What follows belongs to an exercise in optimizing a design on an open flow for small area, a short achievable clock period and few clock cycles per item; a production flow would make more cautious choices.
Only simulation tests tie the RTL to the original design; equivalence was not proved.

<file path="design/flow/design.v">
module had8_fp_add (
    input  wire [31:0] a,
    input  wire [31:0] b,
    input  wire        sub,
    output reg  [31:0] y
);
    localparam [31:0] QNAN = 32'h7FC00000;
    wire        sa = a[31];
    wire        sb = b[31] ^ sub;
    wire [7:0]  ea = a[30:23];
    wire [7:0]  eb = b[30:23];
    wire [22:0] fa = a[22:0];
    wire [22:0] fb = b[22:0];
    wire a_nan = (ea == 8'hFF) && (fa != 0);
    wire b_nan = (eb == 8'hFF) && (fb != 0);
    wire a_inf = (ea == 8'hFF) && (fa == 0);
    wire b_inf = (eb == 8'hFF) && (fb == 0);
    wire        swap = {eb, fb} > {ea, fa};
    wire        s_big   = swap ? sb : sa;
    wire        s_small = swap ? sa : sb;
    wire [7:0]  e_big_f   = swap ? eb : ea;
    wire [7:0]  e_small_f = swap ? ea : eb;
    wire [22:0] f_big     = swap ? fb : fa;
    wire [22:0] f_small   = swap ? fa : fb;
    wire [7:0]  e_big   = (e_big_f == 0) ? 8'd1 : e_big_f;
    wire [7:0]  e_small = (e_small_f == 0) ? 8'd1 : e_small_f;
    wire [23:0] m_big   = {e_big_f != 0, f_big};
    wire [23:0] m_small = {e_small_f != 0, f_small};
    wire [7:0]  d = e_big - e_small;
    reg  [26:0] m_small_x;
    reg  [49:0] shifted;
    always @* begin
        shifted = {m_small, 26'd0} >> d;
        if (d >= 8'd27) begin
            m_small_x = {26'd0, m_small != 0};
        end else begin
            m_small_x = {shifted[49:24], shifted[23:0] != 0};
        end
    end
    wire [26:0] m_big_x = {m_big, 3'b000};
    wire        eff_sub = s_big ^ s_small;
    reg  [27:0] sum;
    reg  [26:0] norm;
    reg  [8:0]  e_res;
    reg  [4:0]  lz;
    reg  [8:0]  sh;
    reg  [7:0]  field;
    reg         round_up;
    reg  [31:0] res_w;
    integer     i;
    always @* begin
        sum      = 28'd0;
        norm     = 27'd0;
        e_res    = 9'd0;
        lz       = 5'd0;
        sh       = 9'd0;
        field    = 8'd0;
        round_up = 1'b0;
        res_w   = 32'd0;
        y        = 32'd0;
        if (a_nan || b_nan || (a_inf && b_inf && (sa != sb))) begin
            y = QNAN;
        end else if (a_inf) begin
            y = {sa, 8'hFF, 23'd0};
        end else if (b_inf) begin
            y = {sb, 8'hFF, 23'd0};
        end else begin
            if (!eff_sub) begin
                sum = {1'b0, m_big_x} + {1'b0, m_small_x};
                if (sum[27]) begin
                    norm  = {sum[27:2], sum[1] | sum[0]};
                    e_res = {1'b0, e_big} + 9'd1;
                end else begin
                    norm  = sum[26:0];
                    e_res = {1'b0, e_big};
                end
            end else begin
                sum = {1'b0, m_big_x} - {1'b0, m_small_x};
                lz = 5'd27;
                for (i = 0; i < 27; i = i + 1)
                    if (sum[i]) lz = 5'd26 - i[4:0];
                if ({4'd0, lz} > ({1'b0, e_big} - 9'd1))
                    sh = {1'b0, e_big} - 9'd1;
                else
                    sh = {4'd0, lz};
                norm  = sum[26:0] << sh;
                e_res = {1'b0, e_big} - sh;
            end
            field    = norm[26] ? e_res[7:0] : 8'd0;
            round_up = norm[2] && (norm[1] || norm[0] || norm[3]);
            if (eff_sub && (sum == 28'd0)) begin
                y = 32'd0;                               
            end else if (!eff_sub && (sa == sb) && (m_big == 0) && (m_small == 0)) begin
                y = {s_big, 31'd0};                      
            end else if (e_res >= 9'd255) begin
                y = {s_big, 8'hFF, 23'd0};               
            end else begin
                res_w = {s_big, field, norm[25:3]} + {31'd0, round_up};
                y = res_w;
            end
        end
    end
endmodule
module had8_fp_mul (
    input  wire [31:0] a,
    input  wire [31:0] b,
    output reg  [31:0] y
);
    localparam [31:0] QNAN = 32'h7FC00000;
    wire        s  = a[31] ^ b[31];
    wire [7:0]  ea = a[30:23];
    wire [7:0]  eb = b[30:23];
    wire [22:0] fa = a[22:0];
    wire [22:0] fb = b[22:0];
    wire a_nan  = (ea == 8'hFF) && (fa != 0);
    wire b_nan  = (eb == 8'hFF) && (fb != 0);
    wire a_inf  = (ea == 8'hFF) && (fa == 0);
    wire b_inf  = (eb == 8'hFF) && (fb == 0);
    wire a_zero = (ea == 8'h00) && (fa == 0);
    wire b_zero = (eb == 8'h00) && (fb == 0);
    wire [23:0] ma = {ea != 0, fa};
    wire [23:0] mb = {eb != 0, fb};
    wire [9:0]  ea_eff = (ea == 0) ? 10'd1 : {2'b00, ea};
    wire [9:0]  eb_eff = (eb == 0) ? 10'd1 : {2'b00, eb};
    wire [47:0] prod = ma * mb;
    reg  [5:0]  lz;
    reg  [47:0] p_norm;
    reg  [10:0] e_res;           
    reg  [10:0] sh;
    reg  [95:0] p_wide;
    reg  [23:0] sig;
    reg         g, st, round_up;
    reg  [7:0]  field;
    reg  [31:0] res_w;
    integer     i;
    always @* begin
        lz       = 6'd0;
        p_norm   = 48'd0;
        e_res    = 11'd0;
        sh       = 11'd0;
        p_wide   = 96'd0;
        sig      = 24'd0;
        g        = 1'b0;
        st       = 1'b0;
        round_up = 1'b0;
        field    = 8'd0;
        res_w   = 32'd0;
        y        = 32'd0;
        if (a_nan || b_nan || (a_inf && b_zero) || (b_inf && a_zero)) begin
            y = QNAN;
        end else if (a_inf || b_inf) begin
            y = {s, 8'hFF, 23'd0};
        end else if (a_zero || b_zero) begin
            y = {s, 31'd0};
        end else begin
            lz = 6'd0;
            for (i = 0; i < 48; i = i + 1)
                if (prod[i]) lz = 6'd47 - i[5:0];
            p_norm = prod << lz;
            e_res  = {1'b0, ea_eff} + {1'b0, eb_eff} - 11'd126 - {5'd0, lz};
            if (!e_res[10] && (e_res >= 11'd255)) begin
                y = {s, 8'hFF, 23'd0};               
            end else begin
                if (e_res[10] || (e_res == 11'd0)) begin
                    sh = 11'd1 - e_res;
                    if (sh > 11'd50) sh = 11'd50;
                    p_wide = {p_norm, 48'd0} >> sh;
                    field  = 8'd0;
                end else begin
                    p_wide = {p_norm, 48'd0};
                    field  = e_res[7:0];
                end
                sig      = p_wide[95:72];
                g        = p_wide[71];
                st       = p_wide[70:0] != 0;
                round_up = g && (st || sig[0]);
                res_w   = {s, field, sig[22:0]} + {31'd0, round_up};
                y        = res_w;
            end
        end
    end
endmodule
module had8_mixer (
    input  wire         clk,
    input  wire         rst,           
    input  wire         in_valid,
    output wire         in_ready,
    input  wire [255:0] in_frame,      
    output wire         out_valid,
    input  wire         out_ready,
    output wire [255:0] out_frame
);
    localparam [31:0] HADSCALE8 = 32'h3EB504F3;    
    localparam [1:0] S_IDLE  = 2'd0,
                     S_BFLY  = 2'd1,
                     S_SCALE = 2'd2,
                     S_OUT   = 2'd3;
    reg [1:0]  state;
    reg [3:0]  step;               
    reg [31:0] v [0:7];
    wire [1:0] stage = step[3:2];
    wire [1:0] k     = step[1:0];
    reg  [2:0] j_lo, j_hi;
    always @* begin
        case (stage)
            2'd0:    begin j_lo = {k, 1'b0};             j_hi = {k, 1'b1};             end  
            2'd1:    begin j_lo = {k[1], 1'b0, k[0]};    j_hi = {k[1], 1'b1, k[0]};    end  
            default: begin j_lo = {1'b0, k};             j_hi = {1'b1, k};             end  
        endcase
    end
    wire [31:0] bf_a = v[j_lo];
    wire [31:0] bf_b = v[j_hi];
    wire [31:0] bf_sum, bf_diff;
    had8_fp_add u_add (.a(bf_a), .b(bf_b), .sub(1'b0), .y(bf_sum));
    had8_fp_add u_sub (.a(bf_a), .b(bf_b), .sub(1'b1), .y(bf_diff));
    wire [31:0] sc_in = v[step[2:0]];
    wire [31:0] sc_out;
    had8_fp_mul u_mul (.a(sc_in), .b(HADSCALE8), .y(sc_out));
    integer i;
    always @(posedge clk) begin
        if (rst) begin
            state <= S_IDLE;
            step  <= 4'd0;
        end else begin
            case (state)
                S_IDLE: begin
                    if (in_valid) begin
                        for (i = 0; i < 8; i = i + 1)
                            v[i] <= in_frame[32*i +: 32];
                        step  <= 4'd0;
                        state <= S_BFLY;
                    end
                end
                S_BFLY: begin
                    v[j_lo] <= bf_sum;
                    v[j_hi] <= bf_diff;
                    if (step == 4'd11) begin
                        step  <= 4'd0;
                        state <= S_SCALE;
                    end else begin
                        step  <= step + 4'd1;
                    end
                end
                S_SCALE: begin
                    v[step[2:0]] <= sc_out;
                    if (step == 4'd7) begin
                        step  <= 4'd0;
                        state <= S_OUT;
                    end else begin
                        step  <= step + 4'd1;
                    end
                end
                default: begin  
                    if (out_ready)
                        state <= S_IDLE;
                end
            endcase
        end
    end
    assign in_ready  = (state == S_IDLE);
    assign out_valid = (state == S_OUT);
    genvar g;
    generate
        for (g = 0; g < 8; g = g + 1) begin : g_out
            assign out_frame[32*g +: 32] = v[g];
        end
    endgenerate
endmodule
</file>
<file path="design/flow/run.sh">
#!/bin/bash
# synth_recipe.tcl (not shown) runs the flow's synth.tcl, then flattens the netlist and writes it again
# the make line also repeats each setting of config.mk as NAME=value (left out here)
make -C /OpenROAD-flow-scripts/flow DESIGN_CONFIG=/design/flow/config.mk WORK_HOME=/design/flow/orfs CLKGATE_MAP_FILE= SYNTH_SCRIPT=/design/flow/synth_recipe.tcl finish
</file>
<file path="design/flow/config.mk">
export PLATFORM = sky130hd
export DESIGN_NAME = had8_mixer
export DESIGN_NICKNAME = had8_mixer
export VERILOG_FILES = /design/flow/design.v
export SDC_FILE = /design/flow/constraint.sdc
export NUM_CORES = 4
export LEC_CHECK = 0
export CAP_MARGIN = 20
export CORE_MARGIN = 2
export CORE_UTILIZATION = 25
export SLEW_MARGIN = 20
</file>
<file path="design/flow/constraint.sdc">
create_clock -name core_clock -period 20.0 [get_ports {clk}]
set_input_delay 4.0000 -clock core_clock [delete_from_list [all_inputs] [get_ports {clk}]]
set_output_delay 4.0000 -clock core_clock [all_outputs]
set_load 0.01 [all_outputs]
</file>
==> flow_metrics.py <==
metrics = {
    "route": {
        "via_count": 66900,
        "drt-total-wl_um": 375000,
        "drc": 0,
        "vias_per_cell": 6.45,
        "dr.pass1.iters": 9,
        "ant_nets": 0,
        "avgRoutedWirePerCell_um": 36.1,
        "dr.first_iter.drc_count": 10500,
    },
    "sta": {
        "max_freq_ghz": 0.0524,
        "tightest_slew_ns": 1.32,
        "slew_headroom": 0.118,
        "min_period_ns": 19.10,
        "drv_slew": 0,
        "setup_ws_ns": 0.898,
        "setup_viol": 0,
        "grt_setup_unrepaired": "no",
        "fin_crit_sh": 0.955,
        "tns_ns": 0,
        "skew_ns": 0.0456,
        "hold_viol": 0,
    },
    "worst_setup_path": {
        "critPathKind": "register to register",
        "cp_max_fo": 25,
        "cp_slowest_cell": "dfxtp_4",
        "slowest_delay_ns": 0.71,
        "reg2reg_depth": 60,
        "cpLargestDelayFamily": "compound AO/OA/AOI/OAI gates",
        "end_kind": "register",
        "crit_path_start_kind": "register",
        "critPathBufInv": 11,
        "cp.depth": 60,
        "cp.required_ns": 20.32,
        "crit_arrival_ns": 19.42,
    },
    "yosys": {
        "synth_area_sq_um": 54600,
        "yosys.area.top_type": "edfxtp_1",
        "ys_seq_area_frac": 0.144,
        "synth_area_leaders": "edfxtp_1 (14%), ha_1 (8.8%), fa_1 (7.4%)",
        "synth_top_area_frac": 0.141,
        "avgSynthCellArea_sq_um": 7.86,
        "async_flop_share": 0,
        "synth-seq-cells": 265,
        "synthCells": 6945,
        "synth_edf_count": 256,
        "synth_warnings": 3,
        "ys.flop_type": "edfxtp_1",
        "ys_types": 139,
    },
    "worst_hold_path": {
        "hold_path.class": "register to register",
        "hold_path_depth": 2,
    },
    "global_routing": {
        "grt_pass1_wl_um": 510000,
        "grt_pass1_vias": 62600,
        "antenna_found_initial": 41,
        "grt_util_all_layers": 0.321,
        "grt_max_degree": 78,
        "grt_overflow": 0,
    },
    "cts": {
        "cts.clk_slew.worst_paths_ns": 0.06,
        "clk-insertion-delay-late_ns": 0.59,
        "cts_tree": "yes",
        "post-cts-setup-buffers": 0,
        "post_cts_resized": 0,
        "cts_max_path_buffers": 3,
        "hold_buffers": 0,
        "numClockSinks": 265,
        "htreeDepth": 2,
        "cts_buffers": 35,
        "cts-root-buf": "clkbuf_16",
    },
    "flow_run": {
        "cap_viol_max_count": 0,
    },
    "cells_and_area": {
        "drive_above_1_share": 0.115,
        "syn2layout_area_growth_pct": 21.0,
        "final_nets": 8294,
    },
    "floorplanning": {
        "pin_count": 518,
        "dieHeight_um": 471,
        "dieWidth_um": 471,
        "num_rows": 171,
        "coreArea_sq_um": 217000,
        "initial_core_util": 0.251,
        "dieArea_sq_um": 222000,
    },
    "placed_design": {
        "preCtsSetupSlack_ns": 0.923,
        "port_buffers": 517,
        "hpwlAfterDp_um": 303000,
        "gp_congestion": 1.09,
    },
    "outcome": {
        "status": "no timing/DRC/antenna violations",
    },
}
-- cell families (layout without fill, tap and decap cells) --
kind of cell    count (synthesis)  count (layout)  share of synthesized area
flops                         265             265                      0.144
xor+xnor                      166             166                     0.0273
mux                           336             336                     0.0821
buf+inv                       918            1448                     0.0689
compound gates               2464            2464                      0.318
other cells                     1              42                  0.0000687
fa+ha+maj                     583             583                      0.161
simple gates                 2212            2212                      0.198
-- final timing paths --
kind	from	to	slack (ns)
max	register	v[6][28]	0.90
min	state[0]	state[0]	0.56
max reg2reg	register	v[6][28]	0.90
min reg2reg	state[0]	state[0]	0.56
-- Yosys cell counts (all sizes together) (59+ instances only) --
master and count:
a2111oi 73, a211o 62, a211oi 159, a21o 103, a21oi 439, a22oi 59, a31oi 84, and2 74
buf 157, clkbuf 305, edfxtp 256, fa 201, ha 382, inv 453, mux2i 205, mux4 83
nand2 617, nand2b 86, nand3 208, nand4 72, nor2 554, nor3 196, nor4 75, o211ai 187
o21a 60, o21ai 513, o221ai 84, o22ai 99, or3 71, xnor2 104, xor2 62
-- placed cells by master, fill, tap and decap left out, types with 71 or more instances in the layout --
cell type	synthesis	final
fa_1	201	201
o21ai_0	456	452
a21o_1	103	103
o22ai_1	98	98
a31oi_1	82	82
nand2b_1	86	83
a211oi_1	152	150
nor3_1	190	183
edfxtp_1	256	256
buf_4	21	406
mux2i_1	202	202
inv_1	445	444
o221ai_1	83	83
xnor2_1	103	101
nand2_1	612	606
nand3_1	206	199
nor2_1	551	542
nand4_1	71	71
mux4_2	83	83
a21oi_1	431	426
ha_1	382	382
o211ai_1	187	187
clkdlybuf4s50_1	0	517
-- worst reg2reg max path: cells and delay by family, from the launching register on --
kind	cells	cell delay [ns]
DFF	1	0.71
adders and majority gates	10	4.47
muxes	2	1.21
buffers and inverters	11	2.01
and+or+nand+nor	12	3.23
AOI/OAI and AO/OA	23	6.38
xor gates and xnor gates	2	0.81
-- flip-flops by register name, indices dropped and copies added (netlist names), named ones only --
| signal | cells |
|---|---|
| v | 256 |
| step | 4 |
| state | 2 |
-- cell type report --
type,count,area [sq um]
fillers,23100,151000
multi-input cells,5763,43300
repair buffers,930,8350
flip-flops and latches,265,7890
well taps,2854,3570
inverters,456,1710
clock buffers,38,908
clock inverters,24,210
diodes,40,100
-- routing by layer --
metal | share of wire | track usage | up-vias
li1 | - | - | 27600
met1 | 0.37 | 0.389 | 32900
met2 | 0.43 | 0.492 | 5141
met3 | 0.11 | 0.0789 | 1246
met4 | 0.091 | 0.236 | 12
met5 | 0.00019 | 0 | -
-- through the flow --
stage               cells  cell area (sq um)  hold slack (ns)   util
finish              10400              66100            0.556  0.304
global route        10300              66000            0.607  0.304
CTS                 10300              65900            0.557  0.304
detailed placement  10300              64800            0.542  0.298
global placement    10300              64800            0.534  0.298
floorplan            6946              54600            0.509      -
Testbench counts, summed over its fixed seeds: cycles 45,056, items 2,048.

## static timing again, ports no longer ideal
How much do the figures lean on ideal ports? The routed layout below was timed once more, with nothing changed but the port constraints.
Step 1, drivers: a clkbuf_16 drives clk and a buf_2 each remaining input, both assumed.
Step 2 also shifts input and output timing later by t, the mid clock arrival at the registers, as if the neighbouring blocks saw the same clock.
Three values: ideal ports, drivers, drivers and shift; two values: the first two.
shift t [ns]: 0.633
setup slack, ns: 0.898 / 0.898 / 0.898
clock arrival spread, ns: 0.046 / 0.045
After both steps this run still meets setup and hold. For this run, drivers alone change the setup slack by 0.000 ns; drivers and shift together by 0.000 ns.
